What follows belongs to an exercise in optimizing a design on an open flow for small area, a short achievable clock period and few clock cycles; a production flow would make more cautious choices. In this exercise RTL edits were held to simulation tests only and were not proved equivalent to the original. No activity file was given, so power comes from the tool's default toggle rates.

red:
==> flow/design.v <==
module crc16_serial (
    input  wire [15:0] crc,
    input  wire [7:0]  din,
    output wire [15:0] nxt
);
    wire [7:0] x0 = crc[15:8] ^ din;
    wire [7:0] x  = x0 ^ {4'h0, x0[7:4]};
    assign nxt = {crc[7:0], 8'h00} ^ {x[3:0], 12'h000} ^ {3'b000, x, 5'b00000} ^ {8'h00, x};
endmodule
module frame_encoder (
    input  wire       clk,
    input  wire       rst,
    input  wire       in_valid,
    input  wire [7:0] in_data,
    output reg        in_ready,
    output reg        tx_valid,
    output reg  [7:0] tx_data,
    output reg        tx_last,
    input  wire       tx_ready
);
    localparam [7:0] START = 8'h7E;
    localparam [7:0] ESC   = 8'h7D;
    localparam [2:0] E_START = 3'd0,
                     E_OP    = 3'd1,
                     E_LEN   = 3'd2,
                     E_PAY   = 3'd3,
                     E_CRCL  = 3'd4,
                     E_CRCH  = 3'd5;
    reg  [2:0]  state;
    reg  [7:0]  remain;      
    reg         pend;        
    reg         pb;          
    reg  [15:0] crc;
    wire [15:0] crc_nxt;
    reg         sk_valid;
    reg  [7:0]  sk_data;
    reg         sk_last;
    crc16_serial u_crc (.crc(crc), .din(in_data), .nxt(crc_nxt));
    wire body_state = (state == E_OP) || (state == E_LEN) || (state == E_PAY);
    wire room       = !sk_valid;
    wire   take     = in_valid && in_ready;
    wire res_in = (in_data[7:2]  == 6'b011111) && (in_data[1]  ^ in_data[0]);
    wire res_lo = (crc[7:2]      == 6'b011111) && (crc[1]      ^ crc[0]);
    wire res_hi = (crc[15:10]    == 6'b011111) && (crc[9]      ^ crc[8]);
    reg       g_valid;
    reg [7:0] g_data;
    reg       g_last;
    always @(*) begin
        g_valid = 1'b0;
        g_last  = 1'b0;
        if (pend) begin
            g_valid = 1'b1;
            g_data  = {6'b011111, !pb, pb};
            g_last  = (state == E_START);    
        end else case (state)
            E_START: begin
                g_valid = in_valid;
                g_data  = START;
            end
            E_CRCL: begin
                g_valid = 1'b1;
                g_data  = res_lo ? ESC : crc[7:0];
            end
            E_CRCH: begin
                g_valid = 1'b1;
                g_data  = res_hi ? ESC : crc[15:8];
                g_last  = !res_hi;
            end
            default: begin
                g_valid = in_valid;
                g_data  = res_in ? ESC : in_data;
            end
        endcase
    end
    wire make = room && g_valid;
    always @(posedge clk) begin
        if (state == E_START)
            crc <= 16'h0000;
        else if (take)
            crc <= crc_nxt;
    end
    always @(posedge clk) begin
        if (take) begin
            if (state == E_LEN) remain <= in_data;
            else                remain <= remain - 8'd1;
        end
    end
    always @(posedge clk) begin
        if (room && !pend)
            pb <= (state == E_CRCL) ? crc[0] : (state == E_CRCH) ? crc[8] : in_data[0];
    end
    always @(posedge clk) begin
        if (!tx_valid || tx_ready) begin
            tx_data <= sk_valid ? sk_data : g_data;
            tx_last <= sk_valid ? sk_last : g_last;
        end
        if (room) begin
            sk_data <= g_data;
            sk_last <= g_last;
        end
    end
    reg [2:0] state_n;
    reg       pend_n;
    always @(*) begin
        state_n = state;
        pend_n  = pend;
        if (make) begin
            if (pend) begin
                pend_n = 1'b0;
            end else begin
                case (state)
                E_START: state_n = E_OP;
                E_OP, E_LEN, E_PAY: begin
                    pend_n = res_in;
                    if (state == E_OP)
                        state_n = E_LEN;
                    else if (state == E_LEN)
                        state_n = (in_data == 8'd0) ? E_CRCL : E_PAY;
                    else if (remain == 8'd1)
                        state_n = E_CRCL;
                end
                E_CRCL: begin
                    pend_n  = res_lo;
                    state_n = E_CRCH;
                end
                E_CRCH: begin
                    pend_n  = res_hi;
                    state_n = E_START;
                end
                default: state_n = E_START;
                endcase
            end
        end
    end
    wire sk_valid_n = tx_valid && !tx_ready && (sk_valid || make);
    always @(posedge clk) begin
        if (rst) begin
            state    <= E_START;
            pend     <= 1'b0;
            tx_valid <= 1'b0;
            sk_valid <= 1'b0;
            in_ready <= 1'b0;
        end else begin
            state    <= state_n;
            pend     <= pend_n;
            tx_valid <= sk_valid || make || (tx_valid && !tx_ready);
            sk_valid <= sk_valid_n;
            in_ready <= !sk_valid_n && !pend_n &&
                        ((state_n == E_OP) || (state_n == E_LEN) || (state_n == E_PAY));
        end
    end
endmodule
module frame_decoder (
    input  wire       clk,
    input  wire       rst,
    input  wire       rx_valid,
    input  wire [7:0] rx_data,
    input  wire       rx_last,
    output reg        rx_ready,
    output reg        body_valid,
    output reg  [7:0] body_data,
    input  wire       body_ready,
    output reg        res_valid,
    output reg  [2:0] res_cause,
    input  wire       res_ready
);
    localparam [7:0] START = 8'h7E;
    localparam [7:0] ESC   = 8'h7D;
    localparam [2:0] C_OK     = 3'd0,
                     C_MARKER = 3'd1,
                     C_TRUNC  = 3'd2,
                     C_LENGTH = 3'd3,
                     C_CRC    = 3'd4;
    localparam [3:0] D_START = 4'd0,
                     D_OP    = 4'd1,
                     D_LEN   = 4'd2,
                     D_PAY   = 4'd3,
                     D_CRCL  = 4'd4,
                     D_CRCH  = 4'd5,
                     D_DONE  = {1'b1, C_OK},
                     D_EMARK = {1'b1, C_MARKER},
                     D_ELEN  = {1'b1, C_LENGTH},
                     D_ECRC  = {1'b1, C_CRC};
    reg  [3:0]  dph;
    reg         escf;
    reg  [7:0]  remain;      
    reg         lo_ok;       
    reg  [15:0] crc;
    wire [15:0] crc_nxt;
    reg         bs_valid;
    reg  [7:0]  bs_data;
    reg         rs_valid;
    reg  [2:0]  rs_cause;
    crc16_serial u_crc (.crc(crc), .din(rx_data), .nxt(crc_nxt));
    wire   take     = rx_valid && rx_ready;
    wire in_frame   = (dph == D_OP) || (dph == D_LEN) || (dph == D_PAY) ||
                      (dph == D_CRCL) || (dph == D_CRCH);
    wire body_ph    = (dph == D_OP) || (dph == D_LEN) || (dph == D_PAY);
    wire is_esc     = (rx_data == ESC);
    wire is_content = in_frame && (escf || !is_esc);
    wire is_body    = body_ph && (escf || !is_esc);
    wire hi_ok      = (crc[15:8] == rx_data);
    reg [3:0] dph_nxt;
    always @(*) begin
        dph_nxt = dph;
        case (dph)
        D_START: dph_nxt = (rx_data == START) ? D_OP : D_EMARK;
        D_OP:    if (is_content) dph_nxt = D_LEN;
        D_LEN:   if (is_content) dph_nxt = (rx_data == 8'd0) ? D_CRCL : D_PAY;
        D_PAY:   if (is_content && remain == 8'd1) dph_nxt = D_CRCL;
        D_CRCL:  if (is_content) dph_nxt = D_CRCH;
        D_CRCH:  if (is_content) dph_nxt = (lo_ok && hi_ok) ? D_DONE : D_ECRC;
        D_DONE:  dph_nxt = D_ELEN;
        default: ;
        endcase
    end
    wire [2:0] cause_nxt = dph_nxt[3] ? dph_nxt[2:0] : C_TRUNC;
    wire push_b = take && is_body;
    wire push_r = take && rx_last;
    always @(posedge clk) begin
        if (dph == D_START)
            crc <= 16'h0000;
        else if (push_b)
            crc <= crc_nxt;
    end
    always @(posedge clk) begin
        if (take && is_content) begin
            if (dph == D_LEN) remain <= rx_data;
            else              remain <= remain - 8'd1;
            lo_ok <= (crc[7:0] == rx_data);
        end
    end
    wire bs_valid_n = body_valid && !body_ready && (bs_valid || push_b);
    wire rs_valid_n = res_valid && !res_ready && (rs_valid || push_r);
    always @(posedge clk) begin
        if (!body_valid || body_ready) body_data <= bs_valid ? bs_data : rx_data;
        if (!bs_valid)                 bs_data   <= rx_data;
        if (!res_valid || res_ready)   res_cause <= rs_valid ? rs_cause : cause_nxt;
        if (!rs_valid)                 rs_cause  <= cause_nxt;
    end
    always @(posedge clk) begin
        if (rst) begin
            body_valid <= 1'b0;
            bs_valid   <= 1'b0;
            res_valid  <= 1'b0;
            rs_valid   <= 1'b0;
            rx_ready   <= 1'b1;
        end else begin
            body_valid <= bs_valid || push_b || (body_valid && !body_ready);
            bs_valid   <= bs_valid_n;
            res_valid  <= rs_valid || push_r || (res_valid && !res_ready);
            rs_valid   <= rs_valid_n;
            rx_ready   <= !bs_valid_n && !rs_valid_n;
        end
    end
    always @(posedge clk) begin
        if (rst) begin
            dph  <= D_START;
            escf <= 1'b0;
        end else if (take) begin
            escf <= in_frame && !escf && is_esc;
            dph  <= rx_last ? D_START : dph_nxt;
        end
    end
endmodule
module frame_codec (
    input  wire       clk,
    input  wire       rst,
    input  wire       enc_valid,
    input  wire [7:0] enc_data,
    output wire       enc_ready,
    output wire       tx_valid,
    output wire [7:0] tx_data,
    output wire       tx_last,
    input  wire       tx_ready,
    input  wire       rx_valid,
    input  wire [7:0] rx_data,
    input  wire       rx_last,
    output wire       rx_ready,
    output wire       body_valid,
    output wire [7:0] body_data,
    input  wire       body_ready,
    output wire       res_valid,
    output wire [2:0] res_cause,
    input  wire       res_ready
);
    frame_encoder u_enc (
        .clk(clk), .rst(rst),
        .in_valid(enc_valid), .in_data(enc_data), .in_ready(enc_ready),
        .tx_valid(tx_valid), .tx_data(tx_data), .tx_last(tx_last),
        .tx_ready(tx_ready)
    );
    frame_decoder u_dec (
        .clk(clk), .rst(rst),
        .rx_valid(rx_valid), .rx_data(rx_data), .rx_last(rx_last),
        .rx_ready(rx_ready),
        .body_valid(body_valid), .body_data(body_data), .body_ready(body_ready),
        .res_valid(res_valid), .res_cause(res_cause), .res_ready(res_ready)
    );
endmodule
==> flow/config.mk <==
export PLATFORM = sky130hd
export DESIGN_NAME = frame_codec
export DESIGN_NICKNAME = frame_codec
export VERILOG_FILES = /design/flow/design.v
export SDC_FILE = /design/flow/constraint.sdc
export NUM_CORES = 4
export LEC_CHECK = 0
export ABC_AREA = 1
export ABC_CLOCK_PERIOD_IN_PS = 2000
export CAP_MARGIN = 20
export CORE_MARGIN = 2
export CORE_UTILIZATION = 40
export SETUP_SLACK_MARGIN = 2.2
export SLEW_MARGIN = 20
export BUFFER_PORTS_ARGS = -buffer_cell sky130_fd_sc_hd__buf_1
export CTS_ARGS = -sink_clustering_enable -repair_clock_nets -buf_list sky130_fd_sc_hd__clkbuf_8 -dont_use_dummy_load
==> flow/constraint.sdc <==
create_clock -name core_clock -period 4.0 [get_ports {clk}]
set_input_delay 0.8000 -clock core_clock [delete_from_list [all_inputs] [get_ports {clk}]]
set_output_delay 0.8000 -clock core_clock [all_outputs]
set_load 0.01 [all_outputs]
standard.sh (not shown) runs the stock make flow with config.mk's settings and CLKGATE_MAP_FILE= SYNTH_SCRIPT=/design/flow/synth_recipe.tcl, a recipe that flattens the netlist after the stock synthesis.
==> flow/flow/run.sh <==
#!/bin/bash
# Standard ORFS layout with small port buffers and no CTS dummy loads.
set -euo pipefail
cat >> config.mk <<'CFG'
export BUFFER_PORTS_ARGS = -buffer_cell sky130_fd_sc_hd__buf_1
export CTS_ARGS = -sink_clustering_enable -repair_clock_nets -buf_list sky130_fd_sc_hd__clkbuf_8 -dont_use_dummy_load
CFG
bash standard.sh > standard.log 2>&1
red finished all stages; the layout is clean.
Testbench counts of red, summed over its fixed seeds: cycles 4,443.
Relative to red, the following input files were edited for blue:
--- a/flow/design.v
+++ b/flow/design.v
@@ -41,38 +41,18 @@
     wire   take     = in_valid && in_ready;
     wire res_in = (in_data[7:2]  == 6'b011111) && (in_data[1]  ^ in_data[0]);
     wire res_lo = (crc[7:2]      == 6'b011111) && (crc[1]      ^ crc[0]);
     wire res_hi = (crc[15:10]    == 6'b011111) && (crc[9]      ^ crc[8]);
-    reg       g_valid;
-    reg [7:0] g_data;
-    reg       g_last;
-    always @(*) begin
-        g_valid = 1'b0;
-        g_last  = 1'b0;
-        if (pend) begin
-            g_valid = 1'b1;
-            g_data  = {6'b011111, !pb, pb};
-            g_last  = (state == E_START);    
-        end else case (state)
-            E_START: begin
-                g_valid = in_valid;
-                g_data  = START;
-            end
-            E_CRCL: begin
-                g_valid = 1'b1;
-                g_data  = res_lo ? ESC : crc[7:0];
-            end
-            E_CRCH: begin
-                g_valid = 1'b1;
-                g_data  = res_hi ? ESC : crc[15:8];
-                g_last  = !res_hi;
-            end
-            default: begin
-                g_valid = in_valid;
-                g_data  = res_in ? ESC : in_data;
-            end
-        endcase
-    end
+    wire       crcl  = (state == E_CRCL);
+    wire       crch  = (state == E_CRCH);
+    wire [7:0] src   = pend                ? {6'b011111, !pb, pb} :
+                       (state == E_START)  ? START :
+                       crcl                ? crc[7:0] :
+                       crch                ? crc[15:8] : in_data;
+    wire       esc   = !pend && (crcl ? res_lo : crch ? res_hi : (body_state && res_in));
+    wire [7:0] g_data  = {src[7:2], src[1] && !esc, src[0] || esc};
+    wire       g_valid = pend || crcl || crch || in_valid;
+    wire       g_last  = pend ? (state == E_START) : (crch && !res_hi);
     wire make = room && g_valid;
     always @(posedge clk) begin
         if (state == E_START)
             crc <= 16'h0000;
Results
Post-synthesis compound-gate area fraction came out lower on blue than on red.
Xor and xnor area share after synthesis in blue is 0.17 points above red.
Changes observed in blue relative to red: estimated wirelength of the detail-placed design shows a reduction of 390 microns, worst max-slew margin expressed relative to the limit now larger, global-route met3 utilization has remained practically unchanged, mapped cell area barely changed, worst hold slack across all endpoints held steady.
After detailed routing, red needs more wire than blue.
Delta (blue minus red): worst setup slack climbed 0.031 ns, number of instances in the placed design ~0 delta.
Compared with red, blue shows a highest attainable clock frequency that is about 1.8% higher.
Total power in blue is about 1.5% higher than in red
Testbench counts of blue, summed over its fixed seeds: cycles 4,443.

## re-timing with driven ports
Ports are ideal in the flow. The routed layouts listed here were re-timed in OpenROAD. Step 1 sets driving cells, clkbuf_16 on the clock port and buf_2 on the other inputs (assumed; they add their load-dependent delay and slew). Step 2 moves the port delays by t, midway between the first and last clock arrival at a register: inputs arrive t later, outputs are due t later. That takes back most of the time a late clock gives input paths. Slacks: ideal / step 1 / step 2; pairs: ideal / step 1.
run | t (ns) | slack for setup (ns) | hold WS [ns] | worst slew at a driven data input, ns
red | 0.417 | 2.213 / 2.221 / 1.804 | 0.461 / 0.461 / 0.461 | 0.06
blue | 0.409 | 2.244 / 2.239 / 1.846 | 0.458 / 0.458 / 0.458 | 0.04
After both steps setup and hold are still met in every run listed. For red, which loses most, drivers alone change the setup slack by +0.008 ns; drivers and shift together by -0.409 ns.
